This design comes from an exercise in tuning for small area, a short achievable clock period and few clock cycles on the open sky130 flow, not from production work.
The RTL was checked by simulation tests, not by an equivalence proof against the original design.
Power and IR drop assume default switching activity.

===== design/flow/config.mk =====
export PLATFORM = sky130hd
export DESIGN_NAME = jbd_bms_parser
export DESIGN_NICKNAME = jbd_bms_parser
export VERILOG_FILES = /design/flow/design.v
export SDC_FILE = /design/flow/constraint.sdc
export NUM_CORES = 8
export LEC_CHECK = 0
export ABC_AREA = 1
export CAP_MARGIN = 20
export CORE_MARGIN = 2
export CORE_UTILIZATION = 50
export CTS_CLUSTER_DIAMETER = 80
export CTS_CLUSTER_SIZE = 20
export PLACE_DENSITY = 0.65
export SETUP_SLACK_MARGIN = 4.0
export SLEW_MARGIN = 20

===== design/flow/constraint.sdc =====
create_clock -name core_clock -period 10.0 [get_ports {clk}]
set_input_delay 2.0000 -clock core_clock [delete_from_list [all_inputs] [get_ports {clk}]]
set_output_delay 2.0000 -clock core_clock [all_outputs]
set_load 0.01 [all_outputs]

===== design/flow/design.v =====
module jbd_bms_parser (
    input  wire        clk,
    input  wire        rst,         
    input  wire        cmd_valid,
    input  wire [15:0] cmd_word,
    output wire        cmd_ready,
    input  wire [11:0] rd_addr,
    output wire [31:0] rd_data
);
    localparam [7:0] OP_NOP      = 8'h00,
                     OP_CLEAR    = 8'h01,
                     OP_PUSH     = 8'h02,
                     OP_VALIDATE = 8'h03,
                     OP_DECODE   = 8'h04,
                     OP_PARSE    = 8'h05;
    localparam [3:0] R_OK           = 4'h0,
                     R_INCOMPLETE   = 4'h1,
                     R_BAD_START    = 4'h2,
                     R_BAD_END      = 4'h3,
                     R_LEN_MISMATCH = 4'h4,
                     R_DEV_STATUS   = 4'h5,
                     R_UNKNOWN_TYPE = 4'h6,
                     R_CSUM         = 4'h7,
                     R_UNSUPPORTED  = 4'h8,
                     R_REC_SIZE     = 4'h9,
                     R_NOT_VALID    = 4'hA,
                     R_ILLEGAL      = 4'hB;
    localparam [1:0] ST_NONE = 2'd0, ST_VALIDATE = 2'd1, ST_DECODE = 2'd2, ST_COMMAND = 2'd3;
    localparam [1:0] T_NONE  = 2'd0, T_BASIC     = 2'd1, T_CELLS   = 2'd2, T_UNKNOWN  = 2'd3;
    localparam NSTAT = 64;         
    localparam NRING = 12;         
    localparam CAP_SIZE = 262;
    reg [7:0]  sbuf [0:NSTAT-1];         
    reg [7:0]  hbuf [0:5];               
    reg [7:0]  ring [0:NRING*16-1];      
    reg [3:0]  phase;
    reg        ready_q;
    reg [15:0] cap_len;
    reg [7:0]  last_byte;
    reg [7:0]  prev1, prev2;    
    reg [15:0] sum3;            
    reg [3:0]  result;
    reg [1:0]  res_stage;
    reg [15:0] diag_obs;
    reg        exp_basic;       
    reg        frame_valid;
    reg [1:0]  rtype;
    reg        hdr_ok;          
    reg [15:0] csum_rx;
    reg [15:0] csum_calc;
    reg [1:0]  rec_kind;
    reg [1:0]  bi_tc;           
    wire [7:0] type_code  = hdr_ok ? sbuf[1] : 8'h00;
    wire [7:0] dev_status = hdr_ok ? sbuf[2] : 8'h00;
    wire [7:0] pay_len    = hdr_ok ? sbuf[3] : 8'h00;
    assign cmd_ready = ready_q;
    wire [7:0] op  = cmd_word[15:8];
    wire [7:0] arg = cmd_word[7:0];
    wire       take = cmd_valid && ready_q;
    wire is_nop   = (op == OP_NOP)      && (arg == 8'h00);
    wire is_clear = (op == OP_CLEAR)    && (arg == 8'h00);
    wire is_push  = (op == OP_PUSH);
    wire is_val   = (op == OP_VALIDATE) && (arg == 8'h00);
    wire is_dec   = (op == OP_DECODE)   && (arg >= 8'h01) && (arg <= 8'h03);
    wire is_parse = (op == OP_PARSE)    && (arg == 8'h00);
    wire legal    = is_nop | is_clear | is_push | is_val | is_dec | is_parse;
    wire [7:0]  hdr_type   = sbuf[1];
    wire [7:0]  hdr_status = sbuf[2];
    wire [7:0]  hdr_len    = sbuf[3];
    wire [15:0] frame_len  = 16'd7 + {8'h00, hdr_len};
    wire [15:0] calc       = 16'h0000 - sum3;
    wire [15:0] rx         = {prev2, prev1};
    wire v_short   = cap_len < 16'd7;
    wire v_start   = sbuf[0] != 8'hDD;
    wire v_end     = last_byte != 8'h77;
    wire v_len     = cap_len != frame_len;
    wire v_stat    = hdr_status != 8'h00;
    wire v_basic   = hdr_type == 8'h03;
    wire v_cells   = hdr_type == 8'h04;
    wire v_csum    = rx != calc;
    reg [3:0]  v_code;
    reg [15:0] v_obs, v_exp;
    always @(*) begin
        v_code = R_OK; v_obs = 16'h0000; v_exp = 16'h0000;
        if (v_short) begin
            v_code = R_INCOMPLETE;   v_obs = cap_len;              v_exp = 16'd7;
        end else if (v_start) begin
            v_code = R_BAD_START;    v_obs = {8'h00, sbuf[0]};     v_exp = 16'h00DD;
        end else if (v_end) begin
            v_code = R_BAD_END;      v_obs = {8'h00, last_byte};   v_exp = 16'h0077;
        end else if (v_len) begin
            v_code = R_LEN_MISMATCH; v_obs = cap_len;              v_exp = frame_len;
        end else if (v_stat) begin
            v_code = R_DEV_STATUS;   v_obs = {8'h00, hdr_status};
        end else if (!v_basic && !v_cells) begin
            v_code = R_UNKNOWN_TYPE; v_obs = {8'h00, hdr_type};
        end else if (v_csum) begin
            v_code = R_CSUM;         v_obs = rx;                   v_exp = calc;
        end
    end
    wire v_hdr  = !v_short && !v_start && !v_end;             
    wire v_type = v_hdr && !v_len && !v_stat;                 
    wire v_ok   = (v_code == R_OK);
    function [36:0] decode;    
        input [1:0] t;
        input       fv;
        input [7:0] n;
        reg   [7:0] cexp;
        begin
            cexp = ((n > 8'd12) ? 8'd12 : n) & 8'hFE;
            if (t == T_UNKNOWN)
                decode = {2'd0, 1'b0, R_UNSUPPORTED, 16'h0003, 14'h0000};
            else if (!fv)
                decode = {2'd0, 1'b0, R_NOT_VALID, 16'h0000, 14'h0000};
            else if (t == T_BASIC)
                decode = (n != 8'd38) ? {2'd0, 1'b0, R_REC_SIZE, 8'h00, n, 14'd38}
                                      : {T_BASIC, 1'b0, R_OK, 16'h0000, 14'h0000};
            else
                decode = (n[0] || n > 8'd12) ? {2'd0, 1'b0, R_REC_SIZE, 8'h00, n, 6'h00, cexp}
                                             : {T_CELLS, 1'b0, R_OK, 16'h0000, 14'h0000};
        end
    endfunction
    wire [1:0]  ntc_clamp = (sbuf[26] > 8'd3) ? 2'd3 : sbuf[26][1:0];
    wire [36:0] d_cmd   = decode(arg[1:0], frame_valid, pay_len);
    wire [36:0] d_parse = decode(v_basic ? T_BASIC : T_CELLS, 1'b1, hdr_len);
    wire do_push  = !rst && take && is_push;
    wire len_lo   = (cap_len[15:6] == 10'd0);                     
    wire len_ring = (cap_len[15:8] == 8'd0) && !len_lo;           
    wire len_hi   = (cap_len[15:3] == 13'h0020) && (cap_len[2:0] < 3'd6);    
    integer i, j, s;
    always @(posedge clk) begin
        for (i = 0; i < NSTAT; i = i + 1)
            if (do_push && len_lo && cap_len[5:0] == i)
                sbuf[i] <= arg;
        for (i = 0; i < 6; i = i + 1)
            if (do_push && len_hi && cap_len[2:0] == i)
                hbuf[i] <= arg;
    end
    always @(posedge clk) begin
        for (j = 0; j < NRING; j = j + 1) begin
            for (s = 0; s < 15; s = s + 1)
                ring[16*j + s] <= ring[16*j + s + 1];
            ring[16*j + 15] <= (do_push && len_ring && cap_len[7:4] == j + 4)
                             ? arg : ring[16*j];
        end
    end
    reg [15:0] cap_len_d;
    always @(*) begin
        cap_len_d = cap_len;
        if (take && is_clear)
            cap_len_d = 16'h0000;
        else if (take && is_push && cap_len != 16'hFFFF)
            cap_len_d = cap_len + 16'd1;
    end
    wire [3:0] phase_d = phase + 4'd1;
    wire ring_d = (cap_len_d[15:8] == 8'd0) && (cap_len_d[7:6] != 2'b00);
    always @(posedge clk) begin
        if (rst) begin
            phase   <= 4'd0;
            ready_q <= 1'b1;
        end else begin
            phase   <= phase_d;
            ready_q <= !ring_d || (cap_len_d[3:0] == phase_d);
        end
    end
    always @(posedge clk) begin
        if (rst) begin
            cap_len     <= 16'h0000;
            last_byte   <= 8'h00;
            sum3        <= 16'h0000;
            result      <= R_OK;
            res_stage   <= ST_NONE;
            diag_obs    <= 16'h0000;
            frame_valid <= 1'b0;
            rtype       <= T_NONE;
            hdr_ok      <= 1'b0;
            csum_rx     <= 16'h0000;
            csum_calc   <= 16'h0000;
            rec_kind    <= T_NONE;
        end else if (take) begin
            cap_len <= cap_len_d;
            if (!legal) begin
                result    <= R_ILLEGAL;
                res_stage <= ST_COMMAND;
                diag_obs  <= cmd_word;
            end
            if (is_clear) begin
                last_byte   <= 8'h00;
                sum3        <= 16'h0000;
                result      <= R_OK;
                res_stage   <= ST_NONE;
                diag_obs    <= 16'h0000;
                    frame_valid <= 1'b0;
                rtype       <= T_NONE;
                hdr_ok      <= 1'b0;
                csum_rx     <= 16'h0000;
                csum_calc   <= 16'h0000;
                rec_kind    <= T_NONE;
            end
            if (is_push) begin
                last_byte <= arg;
                prev1     <= last_byte;
                prev2     <= prev1;
                if (cap_len >= 16'd5)
                    sum3 <= sum3 + {8'h00, prev2};
                frame_valid <= 1'b0;
                rec_kind    <= T_NONE;
            end
            if (is_val || is_parse) begin
                hdr_ok      <= v_hdr;
                rtype       <= !v_type ? T_NONE : v_basic ? T_BASIC : v_cells ? T_CELLS : T_UNKNOWN;
                csum_rx     <= (v_type && (v_basic || v_cells)) ? rx   : 16'h0000;
                csum_calc   <= (v_type && (v_basic || v_cells)) ? calc : 16'h0000;
                frame_valid <= v_ok;
                if (is_parse && v_ok) begin
                    exp_basic <= v_basic;
                    rec_kind  <= d_parse[36:35];
                    result    <= d_parse[33:30];
                    res_stage <= ST_DECODE;
                    diag_obs  <= d_parse[29:14];
                end else begin
                    rec_kind  <= T_NONE;
                    result    <= v_code;
                    res_stage <= ST_VALIDATE;
                    diag_obs  <= v_obs;
                end
            end
            if (is_dec || is_parse)
                bi_tc <= ntc_clamp;
            if (is_dec) begin
                rec_kind  <= d_cmd[36:35];
                result    <= d_cmd[33:30];
                res_stage <= ST_DECODE;
                diag_obs  <= d_cmd[29:14];
                exp_basic <= (arg[1:0] == T_BASIC);
            end
        end
    end
    wire bi = (rec_kind == T_BASIC);
    wire cv = (rec_kind == T_CELLS);
    function [15:0] be16;
        input integer k;
        be16 = {sbuf[k], sbuf[k + 1]};
    endfunction
    wire [2:0] cv_count   = sbuf[3][3:1];    
    reg [15:0] cells_csum;
    always @(*) begin
        case (cv_count)
            3'd0:    cells_csum = be16(4);
            3'd1:    cells_csum = be16(6);
            3'd2:    cells_csum = be16(8);
            3'd3:    cells_csum = be16(10);
            3'd4:    cells_csum = be16(12);
            3'd5:    cells_csum = be16(14);
            default: cells_csum = be16(16);
        endcase
    end
    reg [15:0] diag_exp;
    always @(*) begin
        case (result)
            R_INCOMPLETE:   diag_exp = 16'd7;
            R_BAD_START:    diag_exp = 16'h00DD;
            R_BAD_END:      diag_exp = 16'h0077;
            R_LEN_MISMATCH: diag_exp = frame_len;
            R_CSUM:         diag_exp = csum_calc;
            R_REC_SIZE:     diag_exp = exp_basic ? 16'd38
                                     : {8'h00, ((hdr_len > 8'd12) ? 8'd12 : hdr_len) & 8'hFE};
            default:        diag_exp = 16'h0000;
        endcase
    end
    reg [31:0] regv [0:63];
    integer a;
    always @(*) begin
        for (a = 0; a < 64; a = a + 1) regv[a] = 32'h0000_0000;
        regv[6'h00] = {16'h0, cap_len};
        regv[6'h01] = {24'h0, last_byte};
        regv[6'h02] = {28'h0, result};
        regv[6'h03] = {30'h0, res_stage};
        regv[6'h04] = {16'h0, diag_obs};
        regv[6'h05] = {16'h0, diag_exp};
        regv[6'h06] = {31'h0, frame_valid};
        regv[6'h07] = {30'h0, rtype};
        regv[6'h08] = {24'h0, type_code};
        regv[6'h09] = {24'h0, dev_status};
        regv[6'h0A] = {24'h0, pay_len};
        regv[6'h0B] = {16'h0, csum_rx};
        regv[6'h0C] = {16'h0, csum_calc};
        regv[6'h0D] = {30'h0, rec_kind};
        if (bi) begin
            regv[6'h10] = {16'h0, be16(4)};
            regv[6'h11] = {16'h0, be16(6)};
            regv[6'h12] = {16'h0, be16(8)};
            regv[6'h13] = {16'h0, be16(10)};
            regv[6'h14] = {16'h0, be16(12)};
            regv[6'h15] = {16'h0, be16(14)};
            regv[6'h16] = {sbuf[16], sbuf[17], sbuf[18], sbuf[19]};
            regv[6'h17] = {16'h0, be16(20)};
            regv[6'h18] = {24'h0, sbuf[22]};
            regv[6'h19] = {24'h0, sbuf[23]};
            regv[6'h1A] = {24'h0, sbuf[24]};
            regv[6'h1B] = {24'h0, sbuf[25]};
            regv[6'h1C] = {24'h0, sbuf[26]};
            regv[6'h1D] = {30'h0, bi_tc};
            regv[6'h1E] = {16'h0, (bi_tc != 2'd0) ? be16(27) : {sbuf[28], sbuf[27]}};
            regv[6'h1F] = {16'h0, bi_tc[1]        ? be16(29) : {sbuf[30], sbuf[29]}};
            regv[6'h20] = {16'h0, (bi_tc == 2'd3) ? be16(31) : {sbuf[32], sbuf[31]}};
            for (a = 0; a < 9; a = a + 1)
                regv[6'h21 + a] = {24'h0, sbuf[33 + a]};
            regv[6'h2A] = {16'h0, be16(42)};
        end
        if (cv) begin
            regv[6'h30] = {29'h0, cv_count};
            for (a = 0; a < 6; a = a + 1)
                regv[6'h31 + a] = {16'h0, (cv_count > a) ? be16(4 + 2*a) : 16'h0000};
            regv[6'h37] = {16'h0, cells_csum};
        end
    end
    wire        c_win, c_hi, c_reg;
    wire [15:0] dlo, dhi;
    rd_addr_dec u_dec (.rd_addr(rd_addr), .c_win(c_win), .c_hi(c_hi), .c_reg(c_reg),
                       .dlo(dlo), .dhi(dhi));
    reg  [63:0] slot_off;
    always @(*)
        for (s = 0; s < 16; s = s + 1)
            slot_off[4*s +: 4] = s[3:0] + phase;
    wire [15:0] dsl;
    rd_slot_dec u_sdec (.a(rd_addr[3:0]), .off(slot_off), .sel(dsl));
    wire [15:0] dhw = {16{c_win}} & dhi;
    wire [7:0] sg [0:15];      
    wire [7:0] rg [0:15];      
    genvar gs, gj;
    generate
        for (gs = 0; gs < 16; gs = gs + 1) begin : g_slot
            wire [31:0] sd;
            wire [95:0] rdd;
            for (gj = 0; gj < 4; gj = gj + 1) begin : g_sd
                assign sd[8*gj +: 8] = sbuf[16*gj + gs];
            end
            for (gj = 0; gj < NRING; gj = gj + 1) begin : g_rd
                assign rdd[8*gj +: 8] = ring[16*gj + gs];
            end
            aor4x8  u_s (.d(sd),  .sel(dhw[3:0]),  .y(sg[gs]));
            aor12x8 u_r (.d(rdd), .sel(dhw[15:4]), .y(rg[gs]));
        end
    endgenerate
    wire [127:0] sgv, rgv;
    wire [47:0]  hbv;
    generate
        for (gs = 0; gs < 16; gs = gs + 1) begin : g_pack
            assign sgv[8*gs +: 8] = sg[gs];
            assign rgv[8*gs +: 8] = rg[gs];
        end
        for (gs = 0; gs < 6; gs = gs + 1) begin : g_hpack
            assign hbv[8*gs +: 8] = hbuf[gs];
        end
    endgenerate
    wire [7:0] ws, wr, wh;
    aor16x8 u_ws (.d(sgv), .sel(dlo), .y(ws));
    aor16x8 u_wr (.d(rgv), .sel(dsl), .y(wr));
    aor6x8  u_wh (.d(hbv), .sel(dlo[5:0] & {6{c_hi}}), .y(wh));
    reg [31:0] rw;
    always @(*) begin
        rw = 32'h0000_0000;
        for (a = 0; a < 64; a = a + 1)
            rw = rw | ({32{dlo[a & 15] & dhi[a >> 4]}} & regv[a]);
        rw = {32{c_reg}} & rw;
    end
    rd_or u_or (.ws(ws), .wr(wr), .wh(wh), .rw(rw), .y(rd_data));
endmodule
module rd_addr_dec (
    input  wire [11:0] rd_addr,
    output wire        c_win,
    output wire        c_hi,
    output wire        c_reg,
    output wire [15:0] dlo,
    output wire [15:0] dhi
);
    wire top0 = (rd_addr[11:10] == 2'b00);
    assign c_reg = top0 && (rd_addr[9:6] == 4'b0000);
    assign c_win = top0 && (rd_addr[9:8] == 2'b01);
    assign c_hi  = top0 && (rd_addr[9:8] == 2'b10) && (rd_addr[7:3] == 5'd0);
    assign dlo   = 16'h0001 << rd_addr[3:0];
    assign dhi   = 16'h0001 << rd_addr[7:4];
endmodule
module rd_slot_dec (
    input  wire [3:0]  a,
    input  wire [63:0] off,
    output reg  [15:0] sel
);
    integer s;
    always @(*)
        for (s = 0; s < 16; s = s + 1)
            sel[s] = (a == off[4*s +: 4]);
endmodule
module aor4x8 (
    input  wire [31:0] d,
    input  wire [3:0]  sel,
    output wire [7:0]  y
);
    assign y = ({8{sel[0]}} & d[7:0])   | ({8{sel[1]}} & d[15:8]) |
               ({8{sel[2]}} & d[23:16]) | ({8{sel[3]}} & d[31:24]);
endmodule
module aor6x8 (
    input  wire [47:0] d,
    input  wire [5:0]  sel,
    output wire [7:0]  y
);
    assign y = ({8{sel[0]}} & d[7:0])   | ({8{sel[1]}} & d[15:8]) |
               ({8{sel[2]}} & d[23:16]) | ({8{sel[3]}} & d[31:24]) |
               ({8{sel[4]}} & d[39:32]) | ({8{sel[5]}} & d[47:40]);
endmodule
module aor12x8 (
    input  wire [95:0] d,
    input  wire [11:0] sel,
    output wire [7:0]  y
);
    wire [7:0] y0, y1, y2;
    aor4x8 u0 (.d(d[31:0]),  .sel(sel[3:0]),  .y(y0));
    aor4x8 u1 (.d(d[63:32]), .sel(sel[7:4]),  .y(y1));
    aor4x8 u2 (.d(d[95:64]), .sel(sel[11:8]), .y(y2));
    assign y = y0 | y1 | y2;
endmodule
module aor16x8 (
    input  wire [127:0] d,
    input  wire [15:0]  sel,
    output wire [7:0]   y
);
    wire [7:0] y0, y1, y2, y3;
    aor4x8 u0 (.d(d[31:0]),   .sel(sel[3:0]),   .y(y0));
    aor4x8 u1 (.d(d[63:32]),  .sel(sel[7:4]),   .y(y1));
    aor4x8 u2 (.d(d[95:64]),  .sel(sel[11:8]),  .y(y2));
    aor4x8 u3 (.d(d[127:96]), .sel(sel[15:12]), .y(y3));
    assign y = y0 | y1 | y2 | y3;
endmodule
module rd_or (
    input  wire [7:0]  ws,
    input  wire [7:0]  wr,
    input  wire [7:0]  wh,
    input  wire [31:0] rw,
    output wire [31:0] y
);
    assign y = {rw[31:8], rw[7:0] | ws | wr | wh};
endmodule

===== design/flow/run.sh =====
#!/bin/bash
# synth_recipe.tcl (not shown) runs the flow's synth.tcl, then flattens the netlist and writes it again
# the make line also repeats each setting of config.mk as NAME=value (left out here)
make -C /OpenROAD-flow-scripts/flow DESIGN_CONFIG=/design/flow/config.mk WORK_HOME=/design/flow/orfs CLKGATE_MAP_FILE= SYNTH_SCRIPT=/design/flow/synth_recipe.tcl finish

==> impl_metrics.toml, run 1 <==
[critical_path]
crit_path_end_kind = "output pin"
cp_max_fo = 46
r2r-end = "csum_calc[10]"
critical_path_buf_inv_count = 7
worstSetupStartpointType = "input pin"
worst_path_most_repeated_cell = "buf_12"
r2r_start = "cap_len[2]"
critPathKind = "in2out"
critical-path-top-delay-family = "simple AND/OR/NAND/NOR gates"
r2r_slack_ps = 5730
crit_required_ps = 8000
critPathSlowestCell = "a21oi_1"
crit_arrival_ps = 5030
crit_chain = "buf_8 > nor2_4 > nand3_4 > buf_12 > buf_4 > nor2_4 > buf_12 > nand2_1 > a21oi_1 > nor4_2 > buf_4 > nand4_1 > a21oi_4 > nand2_4 > buf_12 > buf_6"
max_stage_delay_ps = 620
reg2reg_depth = 13

[min_path]
worstHoldPathCells = 0
hold_path.class = "reg2reg"
hold_end = "ring[164][5]"
holdCritStartpoint = "ring[165][5]"

[timing]
setup_ws_ps = 2970
grt_setup_unrepaired = "true"
hold_viol = 0
clock.fmax_ghz = 0.142
fin_worst_skew_ps = 45.9
slew_headroom_pct = 12.4
setup_viol = 0
tightest_slew_ps = 1310
fin_crit_ps = 7030
slew_violations = 0
tns_ps = 0
finalCritPeriodShare_pct = 70.3

[logic_synthesis]
ys_seq_elements = 2220
ys_seq_area_share_pct = 65.2
syn_avg_cell_area_um2 = 9.94
synthCells = 7755
synth_nets = 7811
synth_cell_types = 68
yosysWarningCount = 10
synthArstFlopShare_pct = 0
synth_edf_count = 579
netlist_area_um2 = 77100
synth_ff_type = "dfxtp_1"

[placement]
place_ws_ps = 521
dp_hpwl_um = 242000
globalplace.congestion = 1.09
portBuffers = 63

[power_and_ir_drop]
power.leakage_uw = 0.0347
max-vdd-ir-drop_uv = 171
p_per_area_nw_per_um2 = 169

[drt]
routedWlPerCell_um = 35.1
dr.first_iter.drc_count = 10200
routed_via_density = 6.43
dr.pass1.iters = 9
postRouteAntennaNets = 0
drt_wl_total_um = 361000
drc_errors = 0
route.vias.total = 66000

[global_route]
grt_usage_pct = 43.9
grt_pass1_vias = 61100
antenna_found_initial = 25
overflow = 0
grt_max_degree = 83
grt_first_pass_wirelength_um = 482000

[clock_tree]
numCtsBuffers = 141
ctsHoldBuffers = 0
worstSkewPairLatency_ps = 810
clkTransAtPathRegs_ps = 80
root_buffer = "clkbuf_16"
cts_max_level = 4
cts_tree = "built"
cts.sinks = 2220
cts_buffer_depth = 3

[floorplanning]
start_util_pct = 50.2
fp-row-count = 144
die_area_um2 = 157000
pin_count = 64
core_area_um2 = 154000
die_y_um = 397
dieWidth_um = 397

[cells_and_area]
syn2layout_area_growth_pct = 19.9
drive_above_1_share_pct = 15.2
layout.nets = 8217

[status]
status = "timing/DRC/antenna clean"

[job]
cap_violations = 0
==> routing by layer <==
| metal | up-vias | global-route usage [%] | routed length (µm) | part of all wire (%) |
|---|---|---|---|---|
| li1 | 27700 | - | - | - |
| met1 | 32200 | 58.9 | 139000 | 38 |
| met2 | 5072 | 60.9 | 144000 | 40 |
| met3 | 1073 | 18.2 | 55100 | 15 |
| met4 | 10 | 21.8 | 22500 | 6.2 |
| met5 | - | 0 | 69 | 0.019 |
==> what timing repair did <==
item / 4_1_cts / 5_1_grt
resized for setup: 757 / 222
pin swaps: 130 / 133
cloned: 26 / 17
setup buffers: 155 / 74
setup endpoints to repair: 32 / 21
==> worst reg2reg max path: cells and delay by family (launching register included) <==
kind            cells  cell delay [ps]
flops               1              680
buf+inv             5             1160
compound gates      1              160
simple gates        7             2210
==> worst max-delay path by stage <==
stage / startpoint / to / depth (start not counted) / slack [ps]
2_1_floorplan: rd_addr[2] / rd_data[0] / 17 / 4090
3_3_place_gp: rd_addr[2] / rd_data[0] / 17 / 440
3_5_place_dp: rd_addr[2] / rd_data[0] / 17 / 520
4_1_cts: rd_addr[10] / rd_data[3] / 19 / 3090
5_1_grt: rd_addr[11] / rd_data[6] / 22 / 2960
6_report: rd_addr[11] / rd_data[5] / 16 / 2970
==> metrics by stage <==
step	power, µW	cell area, µm²	instances	hold slack (ps)	utilization [%]
6_report	15600	92400	10300	340	60.2
5_1_grt	15900	92300	10300	345	60.1
4_1_cts	15600	90400	10200	331	58.9
3_5_place_dp	9730	81300	9789	335	53.0
3_3_place_gp	9720	81300	9788	332	52.9
2_1_floorplan	9510	77100	7755	331	-
==> state kept, by name, summed over array words and instances, names as in the netlist <==
| register | count |
|---|---|
| bi_tc | 2 |
| cap_len | 16 |
| csum_calc | 16 |
| csum_rx | 16 |
| diag_obs | 16 |
| exp_basic | 1 |
| frame_valid | 1 |
| hbuf | 48 |
| hdr_ok | 1 |
| last_byte | 8 |
| phase | 4 |
| prev1 | 8 |
| prev2 | 8 |
| ready_q | 1 |
| rec_kind | 2 |
| res_stage | 2 |
| result | 4 |
| ring | 1536 |
| rtype | 2 |
| sbuf | 512 |
| sum3 | 16 |
==> cell usage after synthesis, drive strengths merged (3+ instances only) <==
cell,n,area (µm²)
a2111oi,7,61.3
a211oi,22,165
a21oi,374,1900
a221oi,139,1220
a22o,60,526
a22oi,15,113
a31oi,5,31.3
a32o,8,80.1
a41oi,7,61.3
and3,6,37.5
buf,131,648
clkbuf,209,785
clkinv,9,33.8
dfxtp,1641,32900
edfxtp,579,17400
ha,24,300
inv,561,2110
nand2,2062,7770
nand3,243,1240
nand3b,6,57.6
nand4,373,2360
nor2,348,1410
nor3,68,367
nor4,63,428
o2111ai,44,385
o211ai,31,233
o21ai,303,1530
o221ai,15,131
o22ai,212,1330
o31ai,108,811
o32ai,10,87.6
o41ai,10,87.6
or2,5,31.3
or3b,3,26.3
xnor2,9,78.8
xor2,30,263
==> power breakdown <==
group	switching (µW)	internal (µW)
logic	301	97.8
registers	8.84	9200
clock network	3210	2790
==> final cells by class <==
class / count / area (µm²)
well taps: 2044 / 2560
flip-flops and latches: 2220 / 50200
inverters: 570 / 2420
clock buffers: 153 / 3640
repair buffers: 591 / 6760
repair inverters: 12 / 141
multi-input cells: 4625 / 25900
diodes: 17 / 42.5
clock inverters: 42 / 643
fillers: 12900 / 61100
==> placed cells by master, fill, tap and decap left out, types with 186 or more instances in the layout <==
| cell type | count |
|---|---|
| nor2_1 | 265 |
| buf_4 | 334 |
| a21oi_1 | 323 |
| nand4_1 | 370 |
| nand2_1 | 2010 |
| o22ai_1 | 186 |
| nand3_1 | 218 |
| o21ai_0 | 270 |
| edfxtp_1 | 579 |
| inv_1 | 500 |
| dfxtp_1 | 1641 |
==> logic make-up after synthesis <==
kind of cell	Yosys count	share of synthesized area [%]
AOI/OAI and AO/OA	1380	11.5
xor gates and xnor gates	39	0.443
adders and majority gates	25	0.416
buffers and inverters	910	4.64
DFF	2220	65.2
and+or+nand+nor	3181	17.9
Testbench counts, summed over its fixed seeds: cycles 10,075.
==> run 2: changes to the inputs <==
--- a/design/flow/design.v
+++ b/design/flow/design.v
@@ -325,7 +325,6 @@
             slot_off[4*s +: 4] = s[3:0] + phase;
     wire [15:0] dsl;
     rd_slot_dec u_sdec (.a(rd_addr[3:0]), .off(slot_off), .sel(dsl));
-    wire [15:0] dhw = {16{c_win}} & dhi;
     wire [7:0] sg [0:15];      
     wire [7:0] rg [0:15];      
     genvar gs, gj;
@@ -339,8 +338,8 @@
             for (gj = 0; gj < NRING; gj = gj + 1) begin : g_rd
                 assign rdd[8*gj +: 8] = ring[16*gj + gs];
             end
-            aor4x8  u_s (.d(sd),  .sel(dhw[3:0]),  .y(sg[gs]));
-            aor12x8 u_r (.d(rdd), .sel(dhw[15:4]), .y(rg[gs]));
+            aor4x8  u_s (.d(sd),  .sel(dhi[3:0]),  .y(sg[gs]));
+            aor12x8 u_r (.d(rdd), .sel(dhi[15:4]), .y(rg[gs]));
         end
     endgenerate
     wire [127:0] sgv, rgv;
@@ -357,15 +356,14 @@
     wire [7:0] ws, wr, wh;
     aor16x8 u_ws (.d(sgv), .sel(dlo), .y(ws));
     aor16x8 u_wr (.d(rgv), .sel(dsl), .y(wr));
-    aor6x8  u_wh (.d(hbv), .sel(dlo[5:0] & {6{c_hi}}), .y(wh));
+    aor6x8  u_wh (.d(hbv), .sel(dlo[5:0]), .y(wh));
     reg [31:0] rw;
     always @(*) begin
         rw = 32'h0000_0000;
         for (a = 0; a < 64; a = a + 1)
             rw = rw | ({32{dlo[a & 15] & dhi[a >> 4]}} & regv[a]);
-        rw = {32{c_reg}} & rw;
     end
-    rd_or u_or (.ws(ws), .wr(wr), .wh(wh), .rw(rw), .y(rd_data));
+    rd_or u_or (.c_win(c_win), .c_hi(c_hi), .c_reg(c_reg), .ws(ws), .wr(wr), .wh(wh), .rw(rw), .y(rd_data));
 endmodule
 module rd_addr_dec (
     input  wire [11:0] rd_addr,
@@ -433,11 +431,15 @@
     assign y = y0 | y1 | y2 | y3;
 endmodule
 module rd_or (
+    input  wire        c_win,
+    input  wire        c_hi,
+    input  wire        c_reg,
     input  wire [7:0]  ws,
     input  wire [7:0]  wr,
     input  wire [7:0]  wh,
     input  wire [31:0] rw,
     output wire [31:0] y
 );
-    assign y = {rw[31:8], rw[7:0] | ws | wr | wh};
+    assign y = {{24{c_reg}} & rw[31:8],
+                ({8{c_reg}} & rw[7:0]) | ({8{c_win}} & (ws | wr)) | ({8{c_hi}} & wh)};
 endmodule
==> impl_metrics.toml, run 2 <==
[clock_tree]
numCtsBuffers = 141
cts.sinks = 2220
cts_max_level = 4
cts_buffer_depth = 3
ctsHoldBuffers = 0
cts_tree = "built"
worstSkewPairLatency_ps = 830
root_buffer = "clkbuf_16"
clkTransAtPathRegs_ps = 80

[cells_and_area]
layout.nets = 7996
reg_top3 = "ring: 1536 flops, sbuf: 512 flops, hbuf: 48 flops"
largest_reg_flops = 1536
regMostFlops = "ring"
final_common_cell = "nand2_1"
drive_above_1_share_pct = 13.8
layout_common_cells = "nand2_1 (2,062), dfxtp_1 (1,641), edfxtp_1 (579)"
fillerInstances = 12700
final_area_um2 = 90400
syn2layout_area_growth_pct = 18.0

[drt]
drc_errors = 0
dr.pass1.iters = 6
route.vias.total = 64200
postRouteAntennaNets = 0
drt_wl_total_um = 364000
dr.first_iter.drc_count = 9145
routedWlPerCell_um = 36.2
routed_via_density = 6.39

[critical_path]
crit_arrival_ps = 5060
cp_max_fo = 13
worst_path_most_repeated_cell = "buf_4"
cp_num_cells = 18
reg2reg_depth = 13
critical_path_buf_inv_count = 7
crit_chain = "buf_12 > clkinvlp_4 > buf_4 > buf_4 > nor3_4 > buf_12 > buf_4 > nand2_1 > nand2_1 > a221oi_1 > nand3_1 > o21ai_0 > nand3_1 > a21oi_1 > nand4_1 > nand2_2 > nand2_4 > buf_6"
worstSetupStartpointType = "input pin"
crit_path_end_kind = "output pin"
critical-path-top-delay-family = "simple AND/OR/NAND/NOR gates"
critPathSlowestCell = "o21ai_0"
crit_required_ps = 8000
critPathKind = "in2out"
max_stage_delay_ps = 300

[logic_synthesis]
synth_ff_type = "dfxtp_1"
synth_top_cell_by_area = "dfxtp_1"
yosysTopAreaCellShare_pct = 42.9
synth_area_leaders = "dfxtp_1 (43%), edfxtp_1 (23%), nand2_1 (10%), nand4_1 (2.4%), inv_1 (2.4%)"
synthCells = 7657
synth_common_cells = "nand2_1 (2,123), dfxtp_1 (1,641), edfxtp_1 (579)"
synth_nets = 7713
yosysWarningCount = 10
synth_most_common_cell = "nand2_1"
ys_seq_area_share_pct = 65.6
syn_avg_cell_area_um2 = 10.0
ys_seq_elements = 2220
netlist_area_um2 = 76600
synth_edf_count = 579
synthArstFlopShare_pct = 0
synth_cell_types = 64

[floorplanning]
die_y_um = 395
core_area_um2 = 152000
pin_count = 64
fp-row-count = 143
dieWidth_um = 395
die_area_um2 = 156000
start_util_pct = 50.4

[power_and_ir_drop]
power.leakage_uw = 0.0339
p_per_area_nw_per_um2 = 174
max-vdd-ir-drop_uv = 160
power_uw = 15700

[placement]
portBuffers = 63
place_ws_ps = 704
globalplace.congestion = 1.09
postPlaceCellArea_um2 = 80500
dp_hpwl_um = 243000

[timing]
slew_headroom_pct = 17.1
tightest_slew_ps = 1240
fin_crit_ps = 7060
grt_setup_unrepaired = "true"
slew_violations = 0
fin_worst_skew_ps = 53.1
clock.fmax_ghz = 0.142
setup_ws_ps = 2940
finalCritPeriodShare_pct = 70.6
hold_viol = 0
setup_viol = 0

[global_route]
grt_usage_pct = 45.6
overflow = 0
antenna_found_initial = 28
grt_first_pass_wirelength_um = 493000
grt_pass1_vias = 61000
grt_max_degree = 88

[job]
cap_violations = 0

[min_path]
worstHoldPathCells = 0
hold_path.class = "reg2reg"

[status]
status = "timing/DRC/antenna clean"
==> run 2: cell types whose count changed after synthesis, sizes merged, moves of 20 or more <==
cell    before   now
a221oi     139   169
a41oi        7    38
a22o        60    88
o22ai      212   188
clkbuf     209   298
a21oi      374   225
nand4      373   300
o31ai      108    88
nand2     2062  2130
inv        561   497
a22oi       15    54
buf        131    51
o21ai      303   332
==> run 2: logic make-up after synthesis <==
kind of cell / after synthesis / synth area share [%]
muxes: 1 / 0.0131
buffers and inverters: 851 / 4.22
DFF: 2220 / 65.6
adders and majority gates: 25 / 0.418
AOI/OAI and AO/OA: 1367 / 12.0
xor gates and xnor gates: 39 / 0.446
and+or+nand+nor: 3154 / 17.3
==> run 2: layer usage <==
layer / up-vias / routed length [µm] / share of wire, % / global-route usage (%)
met1: 31300 / 133000 / 37 / 56.2
li1: 27200 / - / - / -
met5: - / 180 / 0.050 / 0.985
met4: 16 / 35200 / 9.7 / 35.0
met2: 4458 / 153000 / 42 / 66.8
met3: 1240 / 41700 / 11 / 14.1
==> run 2: area by class of cell <==
| class | instances | area, µm² | area share (%) |
|---|---|---|---|
| repair buffers | 482 | 5400 | 5.97 |
| clock inverters | 38 | 646 | 0.714 |
| flip-flops and latches | 2220 | 50200 | 55.6 |
| multi-input cells | 4589 | 25800 | 28.6 |
| inverters | 502 | 2040 | 2.26 |
| well taps | 2030 | 2540 | 2.81 |
| clock buffers | 159 | 3640 | 4.03 |
| repair inverters | 4 | 35.0 | 0.0388 |
| diodes | 11 | 27.5 | 0.0305 |
==> run 2: final timing paths <==
path / slack, ps / from / to
worst max-delay path: 2940 / rd_addr[6] / rd_data[2]
worst min-delay path: 310 / ring[9][2] / ring[8][2]
worst max register to register: 5320 / ready_q / sbuf[57][1]
worst min register to register: 310 / ring[9][2] / ring[8][2]
==> run 2: repair_timing <==
action	in CTS	in global routing
cloned	37	4
endpoints found under the setup margin	32	143
endpoints found under the hold margin	0	0
resized for setup	671	205
buffers inserted	129	29
pin swaps	99	85
==> run 2: where the power goes <==
group	internal, µW	switching [µW]
combinational	152	461
sequential	9200	9.80
clock	2700	3230
==> run 2: per-stage QoR <==
step / util [%] / hold WS (ps) / setup TNS, ps / cells
6_report: 59.4 / 305 / 0 / 10000
5_1_grt: 59.4 / 317 / 0 / 10000
4_1_cts: 58.7 / 308 / 0 / 9988
3_5_place_dp: 53.0 / 335 / 0 / 9625
3_3_place_gp: 52.9 / 332 / -127 / 9621
2_1_floorplan: - / 331 / 0 / 7657
Testbench counts of run 2, summed over its fixed seeds: cycles 10,075.
==> run 3: changes to the inputs <==
--- a/design/flow/config.mk
+++ b/design/flow/config.mk
@@ -12,5 +12,5 @@
 export CTS_CLUSTER_DIAMETER = 80
 export CTS_CLUSTER_SIZE = 20
 export PLACE_DENSITY = 0.65
-export SETUP_SLACK_MARGIN = 4.0
+export SETUP_SLACK_MARGIN = 3
 export SLEW_MARGIN = 20
==> impl_metrics.toml, run 3 <==
[timing]
slew_violations = 0
tns_ps = 0
fin_crit_ps = 7420
clock.fmax_ghz = 0.135
fin_worst_skew_ps = 53.9
finalCritPeriodShare_pct = 74.2
hold_viol = 0
setup_viol = 0
tightest_slew_ps = 1260
grt_setup_unrepaired = "true"
slew_headroom_pct = 15.8

[floorplanning]
die_area_um2 = 156000
core_area_um2 = 152000
dieWidth_um = 395
fp-row-count = 143
pin_count = 64
start_util_pct = 50.4
die_y_um = 395

[cells_and_area]
largest_reg_flops = 1536
layout_common_cells = "nand2_1 (2,092), dfxtp_1 (1,641), edfxtp_1 (579)"
final_core_util_pct = 58.2
drive_above_1_share_pct = 11.4
layout.nets = 7964
syn2layout_area_growth_pct = 15.6
final_common_cell = "nand2_1"
reg_top3 = "ring: 1536 flops, sbuf: 512 flops, hbuf: 48 flops"
regMostFlops = "ring"

[critical_path]
reg2reg_depth = 10
crit_end = "rd_data[6]"
r2r-end = "hbuf[2][7]"
crit_required_ps = 8000
crit_path_end_kind = "output pin"
worstSetupStartpointType = "input pin"
critPathSlowestCell = "o21ai_1"
crit_arrival_ps = 5420
r2r_slack_ps = 5900
cp_max_fo = 46
critical_path_buf_inv_count = 5
critical-path-top-delay-family = "simple AND/OR/NAND/NOR gates"
critPathKind = "in2out"
crit_chain = "buf_12 > nor2_4 > inv_4 > nor2_4 > buf_12 > buf_16 > nand2_1 > o21ai_0 > o21ai_1 > nand4_1 > nor3_1 > a21oi_1 > nor2_1 > nand2_1 > dlygate4sd2_1"
cp_num_cells = 15
max_stage_delay_ps = 880
cp-startpoint = "rd_addr[7]"
r2r_start = "ready_q"

[drt]
postRouteAntennaNets = 0
dr.first_iter.drc_count = 9956
routed_via_density = 6.45
drt_wl_total_um = 360000
drc_errors = 0
route.vias.total = 64500
routedWlPerCell_um = 36.0
dr.pass1.iters = 9

[logic_synthesis]
yosysTopAreaCellShare_pct = 42.9
synth_common_cells = "nand2_1 (2,123), dfxtp_1 (1,641), edfxtp_1 (579)"
synth_cell_types = 64
synth_ff_type = "dfxtp_1"
syn_avg_cell_area_um2 = 10.0
synth_area_leaders = "dfxtp_1 (43%), edfxtp_1 (23%), nand2_1 (10%), nand4_1 (2.4%), inv_1 (2.4%)"
ys_seq_area_share_pct = 65.6
netlist_area_um2 = 76600
synthArstFlopShare_pct = 0
yosysWarningCount = 10
synth_most_common_cell = "nand2_1"
ys_seq_elements = 2220
synth_top_cell_by_area = "dfxtp_1"
synth_edf_count = 579
synthCells = 7657
synth_nets = 7713

[job]
cap_violations = 0

[status]
status = "timing/DRC/antenna clean"

[global_route]
grt_pass1_vias = 60400
grt.busiest_layer = "met2"
grt_max_degree = 87
grt_usage_pct = 44.9
use_met3_pct = 12.0
globalRouteMet2Util_pct = 66.7
use_met1_pct = 56.3
antenna_found_initial = 25
overflow = 0
grt_first_pass_wirelength_um = 486000

[min_path]
worstHoldPathCells = 0
holdCritStartpoint = "ring[157][0]"
hold_path.class = "reg2reg"

[power_and_ir_drop]
swShare_pct = 23.6
max-vdd-ir-drop_uv = 170
p_int_uw = 12100
seqPwrFrac_pct = 58.2
p_per_area_nw_per_um2 = 179
clock_power_share_pct = 38.1
power_frac_comb_pct = 3.7
power.leakage_uw = 0.0334
power_switching_uw = 3720

[placement]
globalplace.congestion = 1.12
portBuffers = 63
dp_hpwl_um = 248000

[clock_tree]
clkTransAtPathRegs_ps = 80
cts_buffer_depth = 3
numCtsBuffers = 145
worstSkewPairLatency_ps = 850
cts.sinks = 2220
ctsHoldBuffers = 0
cts_tree = "built"
cts_max_level = 4
root_buffer = "clkbuf_16"
==> run 3: cell counts after synthesis <==
No cell type changed its count.
==> run 3: worst min-delay path by stage <==
stage | end | slack (ps)
global placement | ring[166][5] | 330
detailed placement | ring[140][2] | 330
floorplan | ring[103][1] | 330
finish | ring[156][0] | 340
global route | ring[86][3] | 340
CTS | ring[171][3] | 330
==> run 3: cell type report <==
class | instances | area [µm²]
multi-input combinational | 4589 | 24700
clock buffer | 159 | 3700
timing repair buffer | 448 | 4600
clock inverter | 45 | 676
timing repair inverter | 2 | 17.5
fill | 12800 | 63500
inverter | 502 | 2030
sequential | 2220 | 50200
tap | 2030 | 2540
antenna | 12 | 30.0
==> run 3: cell families (layout without fill, tap and decap cells) <==
| logic type | Yosys count | count (layout) | share of synthesized area [%] |
|---|---|---|---|
| AO/OA/AOI/OAI | 1367 | 1367 | 12.0 |
| other | 0 | 12 | 0 |
| multiplexers | 1 | 1 | 0.0131 |
| AND/OR/NAND/NOR | 3154 | 3157 | 17.3 |
| buffers and inverters | 851 | 1156 | 4.22 |
| adder cells (fa/ha/maj) | 25 | 25 | 0.418 |
| flip-flops | 2220 | 2220 | 65.6 |
| XOR/XNOR | 39 | 39 | 0.446 |
==> run 3: per-layer routing <==
metal | vias to the layer above | wire length [µm] | share of wire [%]
met4 | 18 | 34100 | 9.5
li1 | 27100 | - | -
met3 | 1218 | 41800 | 12
met2 | 4725 | 153000 | 42
met1 | 31500 | 131000 | 36
met5 | - | 118 | 0.033
==> run 3: per-stage QoR <==
| stage | power (µW) | hold slack [ps] | cell area (µm²) | setup WS (ps) | std cells |
|---|---|---|---|---|---|
| global route | 16100 | 341 | 88500 | 2780 | 9995 |
| global placement | 9870 | 331 | 80600 | 371 | 9648 |
| finish | 15800 | 335 | 88500 | 2580 | 10000 |
| CTS | 15800 | 331 | 87700 | 2850 | 9955 |
| floorplan | 9580 | 331 | 76600 | 3980 | 7657 |
| detailed placement | 9870 | 335 | 80700 | 1000 | 9652 |
==> run 3: repair_timing <==
action | 4_1_cts | 5_1_grt
endpoints found under the setup margin | 32 | 31
pin swaps | 40 | 45
cloned | 22 | 5
gates resized for setup | 358 | 98
buffers inserted | 77 | 34
==> run 3: power groups by stage <==
stage	sequential, µW	combinational, µW	clock [µW]
after floorplan	9410	170	0
after global placement	9420	458	0
after detailed placement	9420	458	0
after CTS	9210	526	6030
after global routing	9210	570	6360
final	9210	579	6020
==> run 4: changes to the inputs <==
--- a/design/flow/config.mk
+++ b/design/flow/config.mk
@@ -12,5 +12,5 @@
 export CTS_CLUSTER_DIAMETER = 80
 export CTS_CLUSTER_SIZE = 20
 export PLACE_DENSITY = 0.65
-export SETUP_SLACK_MARGIN = 3
+export SETUP_SLACK_MARGIN = 5
 export SLEW_MARGIN = 20
==> impl_metrics.toml, run 4 <==
[clock_tree]
cts.sinks = 2220
cts_buffer_depth = 3
cts_tree = "built"
root_buffer = "clkbuf_16"
worstSkewPairLatency_ps = 850
cts_max_level = 4
numCtsBuffers = 140
clkTransAtPathRegs_ps = 80

[timing]
hold_viol = 0
clock.fmax_ghz = 0.143
finalCritPeriodShare_pct = 70.1
grt_setup_unrepaired = "true"
setup_viol = 0
fin_crit_ps = 7010
tightest_slew_ps = 1300
slew_violations = 0
slew_headroom_pct = 13.3
tns_ps = 0
fin_worst_skew_ps = 72.0

[cells_and_area]
layout_common_cells = "nand2_1 (2,051), dfxtp_1 (1,640), edfxtp_1 (579)"
fillerInstances = 12500
regArea_um2 = 50200
regMostFlops = "ring"
largest_reg_flops = 1536
final_common_cell = "nand2_1"
layout.nets = 8091
drive_above_1_share_pct = 16.4
multi_input_area_um2 = 26800
reg_top3 = "ring: 1536 flops, sbuf: 512 flops, hbuf: 48 flops"
syn2layout_area_growth_pct = 21.4
final_core_util_pct = 61.2

[power_and_ir_drop]
power_switching_uw = 3680
seqPwrFrac_pct = 58.5
max-vdd-ir-drop_uv = 157
power_frac_comb_pct = 4.2
clock_power_share_pct = 37.3
p_per_area_nw_per_um2 = 169
p_int_uw = 12000
power.leakage_uw = 0.0349
swShare_pct = 23.4

[drt]
postRouteAntennaNets = 0
routed_via_density = 6.52
routedWlPerCell_um = 36.3
drc_errors = 0
dr.pass1.iters = 12
route.vias.total = 66000
drt_wl_total_um = 368000
dr.first_iter.drc_count = 10000

[logic_synthesis]
yosysWarningCount = 10
ys_seq_area_share_pct = 65.6
synth_common_cells = "nand2_1 (2,123), dfxtp_1 (1,641), edfxtp_1 (579)"
synth_most_common_cell = "nand2_1"
yosysTopAreaCellShare_pct = 42.9
synthCells = 7657
syn_avg_cell_area_um2 = 10.0
synthArstFlopShare_pct = 0
netlist_area_um2 = 76600
synth_ff_type = "dfxtp_1"
synth_edf_count = 579
synthSimpleGateAreaFrac_pct = 17.3
synth_cell_types = 64
synth_top_cell_by_area = "dfxtp_1"
synth_mux_area_share_pct = 0.0131
synth_nets = 7713
synth_area_leaders = "dfxtp_1 (43%), edfxtp_1 (23%), nand2_1 (10%), nand4_1 (2.4%), inv_1 (2.4%)"
synth_xor_area_share_pct = 0.446
synth_compound_area_share_pct = 12.0
synth_top_family_by_area = "simple AND/OR/NAND/NOR gates"
yosys.area_share.adder_pct = 0.418
ys_seq_elements = 2220

[critical_path]
worstSetupStartpointType = "input pin"
critical_path_buf_inv_count = 7
crit_chain = "buf_12 > nor2_4 > clkinv_4 > nor2_4 > buf_12 > buf_4 > nand2_1 > a41oi_1 > nor4_2 > nand4_1 > nor2_1 > buf_4 > nand3_4 > buf_6 > a21oi_4 > nand2_4 > buf_6"
crit_required_ps = 8000
crit_path_end_kind = "output pin"
max_stage_delay_ps = 650
critPathKind = "in2out"
crit_arrival_ps = 5010
critPathSlowestCell = "a41oi_1"
critical-path-top-delay-family = "buffers and inverters"
cp_max_fo = 34

[placement]
portBuffers = 63
dp_hpwl_um = 236000
globalplace.congestion = 1.20

[floorplanning]
dieWidth_um = 395
die_y_um = 395
pin_count = 64
fp-row-count = 143
die_area_um2 = 156000
start_util_pct = 50.4
core_area_um2 = 152000

[global_route]
grt_first_pass_wirelength_um = 499000
grt_pass1_vias = 62000
antenna_found_initial = 32
grt_usage_pct = 45.9
overflow = 0
grt_max_degree = 88

[job]
cap_violations = 0

[status]
status = "timing/DRC/antenna clean"

[min_path]
hold_path.class = "reg2reg"
[run 4: power by group through the flow]
stage | Clock, µW | Sequential (µW) | Combinational [µW]
floorplan | 0 | 9410 | 188
global route | 6180 | 9210 | 657
finish | 5860 | 9210 | 665
global placement | 0 | 9420 | 445
CTS | 5860 | 9210 | 603
detailed placement | 0 | 9420 | 448
[run 4: cells by family after synthesis]
logic type	Yosys count
AND/OR/NAND/NOR	3154
buffers and inverters	851
multiplexers	1
AO/OA/AOI/OAI	1367
XOR/XNOR	39
flip-flops	2220
adder cells (fa/ha/maj)	25
[run 4: repair_timing]
item	CTS	global route
buffers inserted	208	64
cloned	60	10
hold buffers	0	0
pin swaps	148	126
gates resized for setup	819	247
endpoints found under the setup margin	342	539
[run 4: metal layers]
metal / track usage [%] / up-vias / wire (µm)
met5: 0.677 / - / 274
li1: - / 27400 / -
met1: 54.3 / 31900 / 129000
met2: 66.8 / 5153 / 154000
met4: 37.2 / 20 / 38200
met3: 17.1 / 1596 / 46300
[run 4: worst paths after layout]
check	from	to	slack (ps)	cells past startpoint
worst max-delay path	rd_addr[7]	rd_data[7]	2990	17
worst min-delay path	ring[136][5]	ring[135][5]	310	0
worst max register to register	sbuf[3][2]	diag_obs[5]	5740	17
worst min register to register	ring[136][5]	ring[135][5]	310	0
[run 4: stage by stage]
step | power [µW] | instance area, µm² | worst slack (ps) | hold slack [ps] | cells
after CTS | 15700 | 91100 | 3170 | 302 | 10000
after global placement | 9860 | 80700 | 812 | 333 | 9573
final | 15700 | 93000 | 2990 | 305 | 10100
after detailed placement | 9860 | 80700 | 1060 | 335 | 9577
after global routing | 16000 | 93000 | 3050 | 302 | 10100
after floorplan | 9600 | 77700 | 4370 | 331 | 7657
[run 4: cell type report]
class / instances / area share [%]
timing repair buffer: 574 / 7.49
clock buffer: 156 / 3.88
inverter: 502 / 2.33
sequential: 2220 / 54.0
timing repair inverter: 10 / 0.129
multi-input combinational: 4587 / 28.8
antenna: 18 / 0.0484
tap: 2030 / 2.73
clock inverter: 35 / 0.584
==> run 5: changes to the inputs <==
--- a/design/flow/config.mk
+++ b/design/flow/config.mk
@@ -8,9 +8,9 @@
 export ABC_AREA = 1
 export CAP_MARGIN = 20
 export CORE_MARGIN = 2
-export CORE_UTILIZATION = 50
+export CORE_UTILIZATION = 60
 export CTS_CLUSTER_DIAMETER = 80
 export CTS_CLUSTER_SIZE = 20
-export PLACE_DENSITY = 0.65
-export SETUP_SLACK_MARGIN = 5
+export PLACE_DENSITY = 0.74
+export SETUP_SLACK_MARGIN = 4.0
 export SLEW_MARGIN = 20
==> impl_metrics.toml, run 5 <==
[status]
status = "did not finish"
lastStage = "5_1_grt"
stop_error = "[ERROR GRT-0232] Routing congestion too high. Check the congestion heatmap in the GUI."

[logic_synthesis]
synth_ff_type = "dfxtp_1"
synth_common_cells = "nand2_1 (2,123), dfxtp_1 (1,641), edfxtp_1 (579)"
synth_cell_types = 64
ys_seq_elements = 2220
yosysTopAreaCellShare_pct = 42.9
synthArstFlopShare_pct = 0
synth_area_leaders = "dfxtp_1 (43%), edfxtp_1 (23%), nand2_1 (10%), nand4_1 (2.4%), inv_1 (2.4%)"
synth_top_cell_by_area = "dfxtp_1"
yosysWarningCount = 10
ys_seq_area_share_pct = 65.6
netlist_area_um2 = 76600
synthCells = 7657
syn_avg_cell_area_um2 = 10.0
synth_nets = 7713
synth_most_common_cell = "nand2_1"
synth_edf_count = 579

[placement]
dp_hpwl_um = 245000
dp_cells = 9263
globalplace.congestion = 1.17
portBuffers = 63

[floorplanning]
dieWidth_um = 361
pin_count = 64
fp-row-count = 131
start_util_pct = 60.2
die_y_um = 361

[global_route]
antenna_found_initial = 62
grt_max_degree = 87
grt_usage_pct = 76.8
overflow = 134

[clock_tree]
root_buffer = "clkbuf_16"
numCtsBuffers = 137
cts.sinks = 2220
cts_max_level = 4
ctsHoldBuffers = 0
cts_buffer_depth = 3

[timing]
crit_endpoint = "rd_data[7]"
worstEpCategory = "primary output"
-- run 5: kinds of logic after synthesis --
| group | Yosys count | share of synthesized area, % |
|---|---|---|
| buf+inv | 851 | 4.22 |
| mux | 1 | 0.0131 |
| fa+ha+maj | 25 | 0.418 |
| xor+xnor | 39 | 0.446 |
| flops | 2220 | 65.6 |
| compound gates | 1367 | 12.0 |
| simple gates | 3154 | 17.3 |
-- run 5: metal layers --
metal  global-route usage, %  overflow
met5                    35.8         2
met2                    91.3        60
met3                    62.9         3
met4                    73.0        66
met1                    78.6         3
-- run 5: repair_timing --
item                                   in CTS
gates cloned                               33
endpoints found under the hold margin       0
setup endpoints to repair                  32
gates resized for setup                   746
buffers inserted                          131
pin swaps                                 102
-- run 5: how the worst min path moves through the flow --
| stage | slack [ps] | cells after the start | end |
|---|---|---|---|
| floorplan | 330 | 0 | ring[103][1] |
| CTS | 330 | 0 | ring[64][5] |
| global placement | 330 | 0 | ring[92][1] |
| detailed placement | 330 | 0 | ring[40][3] |
-- run 5: power groups by stage --
stage	clock network [µW]	logic [µW]	registers, µW
2_1_floorplan	0	170	9410
3_3_place_gp	0	430	9420
3_5_place_dp	0	436	9420
4_1_cts	5760	534	9200
-- run 5: per-stage QoR --
stage | area [µm²] | utilization [%] | worst slack, ps | power, µW
CTS | 88700 | 69.7 | 3200 | 15500
detailed placement | 80200 | 63.0 | 972 | 9850
global placement | 80100 | 63.0 | -60.7 | 9840
floorplan | 76600 | - | 4040 | 9580
==> run 6: changes to the inputs <==
--- a/design/flow/config.mk
+++ b/design/flow/config.mk
@@ -8,9 +8,9 @@
 export ABC_AREA = 1
 export CAP_MARGIN = 20
 export CORE_MARGIN = 2
-export CORE_UTILIZATION = 60
+export CORE_UTILIZATION = 55
 export CTS_CLUSTER_DIAMETER = 80
 export CTS_CLUSTER_SIZE = 20
-export PLACE_DENSITY = 0.74
+export PLACE_DENSITY = 0.76
 export SETUP_SLACK_MARGIN = 4.0
 export SLEW_MARGIN = 20
==> impl_metrics.toml, run 6 <==
[status]
status = "timing/DRC/antenna clean"

[floorplanning]
pin_count = 64
dieWidth_um = 377
die_area_um2 = 142000
core_area_um2 = 138000
fp-row-count = 136
die_y_um = 377
start_util_pct = 55.6

[timing]
fin_crit_ps = 7110
fin_worst_skew_ps = 66.6
finalCritPeriodShare_pct = 71.1
clock.fmax_ghz = 0.141
tns_ps = 0
hold_viol = 0
slew_headroom_pct = 17.7
setup_viol = 0
setup_ws_ps = 2890
slew_violations = 0
tightest_slew_ps = 1230
grt_setup_unrepaired = "true"

[critical_path]
cp_max_fo = 8
critPathKind = "in2out"
crit_chain = "buf_12 > nor2_4 > clkinvlp_4 > nor2_4 > buf_12 > buf_16 > a22o_1 > o21ai_4 > nand2_2 > nor3_4 > buf_6 > nand4_1 > nor2_4 > nand3_4 > a21oi_4 > nand2_4 > buf_6"
r2r-end = "csum_calc[15]"
critical_path_buf_inv_count = 6
reg2reg_depth = 15
critPathSlowestCell = "nand4_1"
crit_path_end_kind = "output pin"
r2r_start = "cap_len[2]"
r2r_slack_ps = 5370
worstSetupStartpointType = "input pin"
worst_path_most_repeated_cell = "nor2_4"
max_stage_delay_ps = 410
crit_required_ps = 8000
critical-path-top-delay-family = "simple AND/OR/NAND/NOR gates"
crit_arrival_ps = 5110

[logic_synthesis]
synth_area_leaders = "dfxtp_1 (43%), edfxtp_1 (23%), nand2_1 (10%), nand4_1 (2.4%), inv_1 (2.4%)"
ys_seq_elements = 2220
synth_ff_type = "dfxtp_1"
syn_avg_cell_area_um2 = 10.0
synth_most_common_cell = "nand2_1"
synthCells = 7657
synth_nets = 7713
synthArstFlopShare_pct = 0
yosysWarningCount = 10
yosysTopAreaCellShare_pct = 42.9
netlist_area_um2 = 76600
synth_top_cell_by_area = "dfxtp_1"
synth_edf_count = 579
synth_common_cells = "nand2_1 (2,123), dfxtp_1 (1,641), edfxtp_1 (579)"
synth_cell_types = 64
ys_seq_area_share_pct = 65.6

[drt]
postRouteAntennaNets = 0
routedWlPerCell_um = 38.4
route.vias.total = 67500
dr.pass1.iters = 11
drc_errors = 0
routed_via_density = 6.89
drt_wl_total_um = 376000
dr.first_iter.drc_count = 11700

[cells_and_area]
final_common_cell = "nand2_1"
layout_common_cells = "nand2_1 (2,073), dfxtp_1 (1,641), edfxtp_1 (579)"
layout.nets = 7988
stdcell_count = 9797
reg_top3 = "ring: 1536 flops, sbuf: 512 flops, hbuf: 48 flops"
largest_reg_flops = 1536
regMostFlops = "ring"
syn2layout_area_growth_pct = 17.0
drive_above_1_share_pct = 13.0
fillerInstances = 10400

[global_route]
grt_usage_pct = 51.4
overflow = 0
grt_max_degree = 77
grt_pass1_vias = 63100
antenna_found_initial = 42
grt_first_pass_wirelength_um = 502000

[placement]
globalplace.congestion = 1.19
dp_hpwl_um = 245000
dp_cells = 9406
place_ws_ps = 846
portBuffers = 63

[clock_tree]
cts_buffer_depth = 3
numCtsBuffers = 138
cts_max_level = 4
root_buffer = "clkbuf_16"
worstSkewPairLatency_ps = 860
clkTransAtPathRegs_ps = 80
cts.sinks = 2220
cts_tree = "built"

[min_path]
hold_end = "ring[74][6]"
holdCritStartpoint = "ring[75][6]"
worstHoldPathCells = 0
hold_path.class = "reg2reg"

[power_and_ir_drop]
power.leakage_uw = 0.0338
p_per_area_nw_per_um2 = 175
max-vdd-ir-drop_uv = 183

[job]
cap_violations = 0
## run 6: cell counts after synthesis
No cell type changed its count.
## run 6: how the worst max path moves through the flow
stage          startpoint         end  slack, ps  cells past startpoint
2_1_floorplan  rd_addr[3]  rd_data[0]       4040                     12
3_3_place_gp   rd_addr[7]  rd_data[2]        850                     14
3_5_place_dp   rd_addr[7]  rd_data[2]        850                     14
4_1_cts        rd_addr[6]  rd_data[7]       3060                     17
5_1_grt        rd_addr[7]  rd_data[4]       3050                     15
6_report       rd_addr[7]  rd_data[7]       2890                     17
## run 6: layout make-up
type                            instances  area [µm²]  area share [%]
Timing Repair Buffer                  477        5370            5.99
Sequential cell                      2220       50200            56.1
Tap cell                             1794        2240            2.50
Clock inverter                         33         577           0.644
Inverter                              502        2070            2.31
Antenna cell                           23        57.6          0.0642
Timing Repair inverter                  5        43.8          0.0489
Clock buffer                          155        3570            3.98
Multi-Input combinational cell       4588       25500            28.4
## run 6: repair_timing
action / 4_1_cts / 5_1_grt
pin swaps: 100 / 79
resized for setup: 665 / 136
gates cloned: 39 / 8
hold buffers: 0 / 0
endpoints found under the setup margin: 32 / 35
buffers inserted: 86 / 47
## run 6: report_power, final
group	internal, µW	leakage (µW)	switching (µW)
Sequential	9200	0.0184	9.44
Clock	2680	0.00200	3170
Combinational	154	0.0134	477
## run 6: per-layer routing
layer | vias to the layer above | track usage (%) | part of all wire, %
met4 | 26 | 45.3 | 11
met2 | 6208 | 72.8 | 41
li1 | 27100 | - | -
met3 | 1892 | 21.7 | 15
met5 | - | 0 | 0.071
met1 | 32200 | 59.4 | 33
## run 6: per-stage QoR
stage                     hold slack, ps  util, %  area, µm²  total power (µW)
after floorplan                      331        -      76600              9580
after global placement               332     58.2      80200              9850
after detailed placement             335     58.2      80300              9850
after CTS                            330     64.2      88400             15500
after global routing                 339     65.0      89600             15900
final                                330     65.0      89600             15700
## run 6: cells by family after synthesis
family | count (synthesis) | synth area share [%]
muxes | 1 | 0.0131
xor gates and xnor gates | 39 | 0.446
DFF | 2220 | 65.6
buffers and inverters | 851 | 4.22
AOI/OAI and AO/OA | 1367 | 12.0
and+or+nand+nor | 3154 | 17.3
adders and majority gates | 25 | 0.418
==> run 7: changes to the inputs <==
--- a/design/flow/config.mk
+++ b/design/flow/config.mk
@@ -11,6 +11,6 @@
 export CORE_UTILIZATION = 55
 export CTS_CLUSTER_DIAMETER = 80
 export CTS_CLUSTER_SIZE = 20
-export PLACE_DENSITY = 0.76
+export PLACE_DENSITY = 0.7
 export SETUP_SLACK_MARGIN = 4.0
 export SLEW_MARGIN = 20
==> impl_metrics.toml, run 7 <==
[status]
status = "timing/DRC/antenna clean"

[drt]
postRouteAntennaNets = 0
drc_errors = 0
routed_via_density = 6.87
dr.first_iter.drc_count = 11300
dr.pass1.iters = 9
route.vias.total = 67700
drt_wl_total_um = 376000
routedWlPerCell_um = 38.1

[global_route]
overflow = 0
antenna_found_initial = 30
grt_max_degree = 90
grt_usage_pct = 50.7
grt_first_pass_wirelength_um = 499000
grt_pass1_vias = 64400

[clock_tree]
cts_buffer_depth = 3
cts_tree = "built"
numCtsBuffers = 139
root_buffer = "clkbuf_16"
cts_max_level = 4
ctsHoldBuffers = 0
worstSkewPairLatency_ps = 840
cts.sinks = 2220
clkTransAtPathRegs_ps = 80

[logic_synthesis]
netlist_area_um2 = 76600
synth_top_cell_by_area = "dfxtp_1"
synth_nets = 7713
ys_seq_elements = 2220
yosysWarningCount = 10
synth_cell_types = 64
synth_edf_count = 579
synth_ff_type = "dfxtp_1"
synth_most_common_cell = "nand2_1"
ys_seq_area_share_pct = 65.6
synthArstFlopShare_pct = 0
synth_area_leaders = "dfxtp_1 (43%), edfxtp_1 (23%), nand2_1 (10%), nand4_1 (2.4%), inv_1 (2.4%)"
synthCells = 7657
syn_avg_cell_area_um2 = 10.0
synth_common_cells = "nand2_1 (2,123), dfxtp_1 (1,641), edfxtp_1 (579)"
yosysTopAreaCellShare_pct = 42.9

[cells_and_area]
reg_top3 = "ring: 1536 flops, sbuf: 512 flops, hbuf: 48 flops"
layout_common_cells = "nand2_1 (2,052), dfxtp_1 (1,641), edfxtp_1 (579)"
final_core_util_pct = 65.9
largest_reg_flops = 1536
final_common_cell = "nand2_1"
layout.nets = 8054
syn2layout_area_growth_pct = 18.6
regMostFlops = "ring"
drive_above_1_share_pct = 15.2

[placement]
globalplace.congestion = 1.13
portBuffers = 63
dp_hpwl_um = 244000

[critical_path]
reg2reg_depth = 20
r2r_start = "sbuf[3][2]"
critical-path-top-delay-family = "simple AND/OR/NAND/NOR gates"
cp-startpoint = "rd_addr[4]"
worstSetupStartpointType = "input pin"
crit_end = "rd_data[2]"
worst_path_most_repeated_cell = "nand2_4"
critPathSlowestCell = "a221oi_1"
crit_path_end_kind = "output pin"
cp_max_fo = 14
crit_chain = "buf_16 > nand2_4 > nor2_1 > nand2_4 > buf_4 > inv_6 > a221oi_1 > nand4_1 > nand2_1 > nand3_1 > a211oi_4 > nand4_1 > nand2_2 > nand2_4 > buf_6 > buf_6"
cp_num_cells = 16
crit_arrival_ps = 5020
crit_required_ps = 8000
r2r-end = "diag_obs[5]"
r2r_slack_ps = 5760
critical_path_buf_inv_count = 5
max_stage_delay_ps = 500
critPathKind = "in2out"

[power_and_ir_drop]
max-vdd-ir-drop_uv = 185
power_switching_uw = 3690
power.leakage_uw = 0.0342
p_per_area_nw_per_um2 = 173
seqPwrFrac_pct = 58.5
clock_power_share_pct = 37.4
swShare_pct = 23.5
p_int_uw = 12000
power_uw = 15700
power_frac_comb_pct = 4.1

[timing]
tightest_slew_ps = 1310
clock.fmax_ghz = 0.142
hold_viol = 0
setup_viol = 0
fin_crit_ps = 7020
fin_worst_skew_ps = 70.9
finalCritPeriodShare_pct = 70.2
tns_ps = 0
slew_headroom_pct = 12.1
slew_violations = 0
grt_setup_unrepaired = "true"

[floorplanning]
fp-row-count = 136
start_util_pct = 55.6
dieWidth_um = 377
die_y_um = 377
die_area_um2 = 142000
core_area_um2 = 138000
pin_count = 64

[job]
cap_violations = 0

[min_path]
hold_path.class = "reg2reg"
-- run 7: cell counts after synthesis --
Identical to the previous run, type by type.
-- run 7: power by group through the flow --
stage | clock network (µW) | registers [µW] | logic [µW]
final | 5890 | 9200 | 637
after global routing | 6150 | 9210 | 620
after CTS | 5820 | 9200 | 544
after detailed placement | 0 | 9410 | 447
after global placement | 0 | 9410 | 444
after floorplan | 0 | 9410 | 170
-- run 7: per-stage QoR --
stage / hold WS [ps] / std cells / setup WS, ps / cell area, µm²
3_3_place_gp: 333 / 9406 / 490 / 80300
6_report: 315 / 9858 / 2980 / 90800
5_1_grt: 326 / 9846 / 3060 / 90800
2_1_floorplan: 331 / 7657 / 4040 / 76600
3_5_place_dp: 335 / 9412 / 480 / 80400
4_1_cts: 309 / 9769 / 3220 / 88800
-- run 7: cell families (layout without fill, tap and decap cells) --
logic type | count (synthesis) | after routing | share of synthesized area (%)
DFF | 2220 | 2220 | 65.6
adders and majority gates | 25 | 25 | 0.418
and+or+nand+nor | 3154 | 3155 | 17.3
AOI/OAI and AO/OA | 1367 | 1367 | 12.0
other | 0 | 15 | 0
buffers and inverters | 851 | 1242 | 4.22
xor gates and xnor gates | 39 | 39 | 0.446
muxes | 1 | 1 | 0.0131
-- run 7: worst min path at each step --
stage,to,startpoint,slack (ps),cells past startpoint
final,ring[107][5],ring[108][5],320,0
after global routing,ring[125][7],ring[126][7],330,0
after CTS,ring[107][5],ring[108][5],310,0
after detailed placement,ring[105][0],ring[106][0],340,0
after global placement,ring[136][4],ring[137][4],330,0
after floorplan,ring[103][1],ring[104][1],330,0
-- run 7: area by class of cell --
class                   instances  area, µm²
diodes                         15       37.5
clock buffers                 160       3620
clock inverters                32        544
fillers                     10000      47000
inverters                     502       2070
multi-input cells            4587      26200
flip-flops and latches       2220      50200
well taps                    1794       2240
repair buffers                532       5730
repair inverters               16        186
-- run 7: routing by layer --
layer	part of all wire [%]	vias up	GRT usage (%)	wire length [µm]
met5	0.029	-	0.172	110
met4	11	16	42.1	42100
met3	14	1920	16.4	51500
met2	42	5893	75.0	157000
met1	33	32600	60.1	126000
li1	-	27300	-	-
-- run 7: repair_timing --
| item | 4_1_cts | 5_1_grt |
|---|---|---|
| gates resized for setup | 693 | 300 |
| setup endpoints to repair | 32 | 37 |
| pin swaps | 94 | 115 |
| buffers inserted | 138 | 57 |
| cloned | 27 | 14 |
-- run 7: worst reg2reg max path: stages, from the launching register on --
cell	delay, ps
edfxtp_1	490
buf_4	220
nor2_2	640
nand2_1	150
nand2_2	150
nor2_2	80
xor2_1	220
nand2_1	120
nand2_1	70
nor2_2	140
nand3_4	250
inv_1	530
o21ai_0	150
a21oi_1	270
nand2_1	80
nand2_1	70
nand2_1	80
nand3_1	80
nand3_1	80
nand2_1	90
a21oi_1	60

-- re-timing with driven ports --
Ports are ideal in the flow. The routed layouts listed here were re-timed in OpenROAD. Step 1: set_driving_cell puts a clkbuf_16 on clk and a buf_2 on each other input, an assumption about the parent block. Step 2 moves the port delays by t, midway between the first and last clock arrival at a register: inputs arrive t later, outputs are due t later. That takes back most of the time a late clock gives input paths. Three values: ideal, step 1, step 2; two values: the first two.
| run | shift t [ns] | setup WS [ns] | slew at the worst register clock pin (ns) |
|---|---|---|---|
| run 1 | 0.889 | 2.971 / 2.892 / 2.892 | 0.09 / 0.09 |
| run 2 | 0.899 | 2.944 / 2.856 / 2.856 | 0.10 / 0.10 |
| run 3 | 0.913 | 2.582 / 2.453 / 2.453 | 0.10 / 0.10 |
| run 4 | 0.898 | 2.988 / 2.872 / 2.872 | 0.10 / 0.10 |
| run 6 | 0.922 | 2.890 / 2.677 / 2.677 | 0.10 / 0.10 |
| run 7 | 0.901 | 2.976 / 2.917 / 2.917 | 0.10 / 0.10 |
After both steps setup and hold are still met in every run listed. For run 6, which loses most, drivers alone change the setup slack by -0.213 ns; drivers and shift together by -0.213 ns.
